This design comes from an exercise in tuning for small area, a short achievable clock period and few clock cycles on the open sky130 flow, not from production work.
Only simulation tests tie the RTL to the original design; equivalence was not proved.
The flow treats the clock pin as an ideal source. Dropping or thinning the clock tree relies on that and would not hold on a real chip.

Setup of job 3783:
==> flow/design.v (excerpt) <==
module daly_rx (
    input  wire        clk,
    input  wire        rst,
    input  wire        start_valid,
    output wire        start_ready,
    input  wire [7:0]  start_cmd,
    input  wire [7:0]  start_n,
    input  wire        start_w2,
    input  wire [7:0]  start_count,
    input  wire        rx_valid,
    output wire        rx_ready,
    input  wire [7:0]  rx_data,
    input  wire        rx_last,
    input  wire        rx_ctl,
    output wire        item_valid,
    input  wire        item_ready,
    output wire [15:0] item_data,
    output wire        log_valid,
    output wire        log_kind,
    output wire [7:0]  log_a,
    output wire [7:0]  log_b,
    output wire        done,
    output wire [7:0]  done_frames,
    output wire [7:0]  done_items,
    output wire [2:0]  done_detail
);
For scale: about 170 flip-flops, about 97 I/O pins.
==> flow/config.mk <==
export PLATFORM = sky130hd
export DESIGN_NAME = daly_rx
export DESIGN_NICKNAME = daly_rx
export VERILOG_FILES = /design/flow/design.v
export SDC_FILE = /design/flow/constraint.sdc
export NUM_CORES = 4
export LEC_CHECK = 0
export ABC_AREA = 1
export CAP_MARGIN = 20
export CORE_MARGIN = 2
export CORE_UTILIZATION = 55
export PLACE_DENSITY = 0.65
export SETUP_SLACK_MARGIN = 4.4
export SLEW_MARGIN = 20
==> flow/constraint.sdc <==
create_clock -name core_clock -period 6.5 [get_ports {clk}]
set_input_delay 1.3000 -clock core_clock [delete_from_list [all_inputs] [get_ports {clk}]]
set_output_delay 1.3000 -clock core_clock [all_outputs]
set_load 0.01 [all_outputs]
standard.sh (not shown) runs the stock make flow with config.mk's settings and CLKGATE_MAP_FILE= SYNTH_SCRIPT=/design/flow/synth_recipe.tcl, a recipe that flattens the netlist after the stock synthesis.
==> flow/flow/run.sh <==
#!/bin/bash
# The standard ORFS layout, with two changes: the ports get plain buf_2
# buffers, and the clock tree is built by hand (flow/manual_cts_inv.tcl, run as
# ORFS's PRE_CTS hook) as two levels of clkinv_16 inverters.
set -euo pipefail
here=$(cd "$(dirname "${BASH_SOURCE[0]}")" && pwd)
export BUFFER_PORTS_ARGS="-buffer_cell sky130_fd_sc_hd__buf_2"
export PRE_CTS_TCL="$here/manual_cts_inv.tcl"
bash standard.sh > standard.log 2>&1
==> flow/flow/manual_cts_inv.tcl <==
# PRE_CTS_TCL hook: builds the clock tree by hand and leaves ORFS's
# clock_tree_synthesis with nothing to do. The clock port drives four root
# clkinv_16 inverters; each drives two leaf clkinv_16 inverters, and each
# leaf drives the flip-flops of one placement region (regions made by
# splitting the flip-flops at the median, along the wider side, three
# times). Every register sits two inversions from the clock port, so it
# sees the clock's own polarity. The rest of the CTS step (legalizing,
# timing repair) runs as usual.

# Splits items {x y ...} into k groups by recursive median bisection.
proc mct_bisect {items k} {
  if {$k <= 1 || [llength $items] < 2} { return [list $items] }
  set xs [lsort -integer [lmap i $items {lindex $i 0}]]
  set ys [lsort -integer [lmap i $items {lindex $i 1}]]
  set dx [expr {[lindex $xs end] - [lindex $xs 0]}]
  set dy [expr {[lindex $ys end] - [lindex $ys 0]}]
  set sorted [lsort -integer -index [expr {$dx >= $dy ? 0 : 1}] $items]
  set k1 [expr {$k / 2}]
  set n1 [expr {[llength $sorted] * $k1 / $k}]
  return [concat [mct_bisect [lrange $sorted 0 [expr {$n1 - 1}]] $k1] \
                 [mct_bisect [lrange $sorted $n1 end] [expr {$k - $k1}]]]
}

proc mct_centroid {grp} {
  set sx 0
  set sy 0
  foreach s $grp {
    incr sx [lindex $s 0]
    incr sy [lindex $s 1]
  }
  return [list [expr {$sx / [llength $grp]}] [expr {$sy / [llength $grp]}]]
}

proc mct_add_buf {block master name loc innet} {
  set inst [odb::dbInst_create $block $master $name]
  $inst setLocation {*}$loc
  $inst setPlacementStatus PLACED
  set net [odb::dbNet_create $block "${name}_net"]
  $net setSigType CLOCK
  [$inst findITerm A] connect $innet
  [$inst findITerm $::mct_out] connect $net
  return $net
}

proc manual_clock_tree {nroot nleaf bufname} {
  set block [ord::get_db_block]
  set master [[ord::get_db] findMaster $bufname]
  set clknet [$block findNet clk]
  set sinks {}
  foreach it [$clknet getITerms] {
    lassign [[$it getInst] getLocation] x y
    lappend sinks [list $x $y $it]
  }
  set leaves [mct_bisect $sinks $nleaf]
  set litems {}
  set i 0
  foreach grp $leaves {
    lappend litems [list {*}[mct_centroid $grp] $i]
    incr i
  }
  set r 0
  foreach rgrp [mct_bisect $litems $nroot] {
    set rnet [mct_add_buf $block $master "clkinvroot_$r" [mct_centroid $rgrp] $clknet]
    foreach l $rgrp {
      set i [lindex $l 2]
      set grp [lindex $leaves $i]
      set lnet [mct_add_buf $block $master "clkinvleaf_$i" [lrange $l 0 1] $rnet]
      foreach s $grp {
        set it [lindex $s 2]
        $it disconnect
        $it connect $lnet
      }
      puts "manual clock tree: clkinvroot_$r -> clkinvleaf_$i -> [llength $grp] clock pins"
    }
    incr r
  }
}

set mct_out Y
manual_clock_tree 4 8 sky130_fd_sc_hd__clkinv_16
set_propagated_clock [all_clocks]
rename clock_tree_synthesis orfs_clock_tree_synthesis_unused
proc clock_tree_synthesis {args} {
  puts "clock_tree_synthesis skipped: the clock tree was built by the PRE_CTS hook"
}
FAIL job 3783 @ 4_1_cts: tool exited with error
Testbench counts of job 3783, summed over its fixed seeds: cycles 56,088.
What job 1147 does differently from job 3783 at the input level:
diff --git a/flow/flow/manual_cts_inv.tcl b/flow/flow/manual_cts_inv.tcl
--- a/flow/flow/manual_cts_inv.tcl
+++ b/flow/flow/manual_cts_inv.tcl
@@ -79 +79 @@
-set mct_out Y
+set ::mct_out Y
@@ -85,0 +86,7 @@
+# cts.tcl runs repair_clock_inverters after this hook; it would clone the
+# tree's inverters next to every register. The design has no other clock
+# inverters, so it has nothing else to do.
+rename repair_clock_inverters orfs_repair_clock_inverters_unused
+proc repair_clock_inverters {args} {
+  puts "repair_clock_inverters skipped: the clock tree was built by the PRE_CTS hook"
+}
Findings:
- Height of the die: job 3783 vs job 1147 identical
- Reported for job 1147 and job 3783, count of boundary I/O pins turned out identical to the last digit.
- Job 1147: all stages complete, timing, DRC and antenna checks passed
- Changes observed in job 1147 relative to job 3783: number of rows created at floorplan has remained practically unchanged; distinct cell type count after synthesis has remained practically unchanged; x dimension of the die has remained practically unchanged.
--- input diff job 1147..job 572 ---
diff --git a/flow/flow/manual_cts_inv.tcl b/flow/flow/manual_cts_inv.tcl
--- a/flow/flow/manual_cts_inv.tcl
+++ b/flow/flow/manual_cts_inv.tcl
@@ -41 +41 @@
-  [$inst findITerm $::mct_out] connect $net
+  [$inst findITerm X] connect $net
@@ -79 +79 @@
-set ::mct_out Y
+set mct_out Y
@@ -86,7 +85,0 @@
-# cts.tcl runs repair_clock_inverters after this hook; it would clone the
-# tree's inverters next to every register. The design has no other clock
-# inverters, so it has nothing else to do.
-rename repair_clock_inverters orfs_repair_clock_inverters_unused
-proc repair_clock_inverters {args} {
-  puts "repair_clock_inverters skipped: the clock tree was built by the PRE_CTS hook"
-}
==> comparison <==
- What ended job 572 was a tool error in 4_1_cts; the run never finished.
- Compared with job 1147, in job 572 number of placed instances with taps included was more or less identical, vertical die dimension was more or less identical, worst slack after detailed placement was more or less identical.
- From job 1147 to job 572, net count of the mapped netlist did not move at all.
- On cell area after synthesis, job 1147 and job 572 are neck and neck.
- Compared with job 1147, in job 572 post-synthesis register bit count level; synthesized cell count has remained practically unchanged; cell row count ~0 delta.
Relative to job 572, the following input files were edited for job 2826:
diff --git a/flow/flow/manual_cts_inv.tcl b/flow/flow/manual_cts_inv.tcl
--- a/flow/flow/manual_cts_inv.tcl
+++ b/flow/flow/manual_cts_inv.tcl
@@ -41 +41 @@
-  [$inst findITerm X] connect $net
+  [$inst findITerm $::mct_out] connect $net
@@ -79 +79 @@
-set mct_out Y
+set ::mct_out Y
## What came out
4_1_cts: job 2826 exited with error. Going from job 572 to job 2826, starting utilization of the core area neither gained nor lost much, cell count after placement neither gained nor lost much, number of cells produced by synthesis neither gained nor lost much.
In job 1147 the design's own scripts or RTL, not TritonCTS, make the clock network.

## what the ideal ports hide
How much do the figures lean on ideal ports? The routed layout below was timed once more, with nothing changed but the port constraints. Step 1 sets driving cells, clkbuf_16 on the clock port and buf_2 on the other inputs (assumed; they add their load-dependent delay and slew). Step 2, shift: input delay + t, output delay - t, t = (earliest + latest rising clock arrival at the registers) / 2. This alone moves slack from input paths to output paths. Three values: no drivers, after step 1, after step 2; two values: the first two.
run: job 1147
t (ns): 0.347
setup slack, ns: 4.371 / 4.201 / 4.213
worst setup path after step 2: input to register
After both steps job 1147 still meets setup and hold. For job 1147, drivers alone change the setup slack by -0.170 ns; drivers and shift together by -0.158 ns.
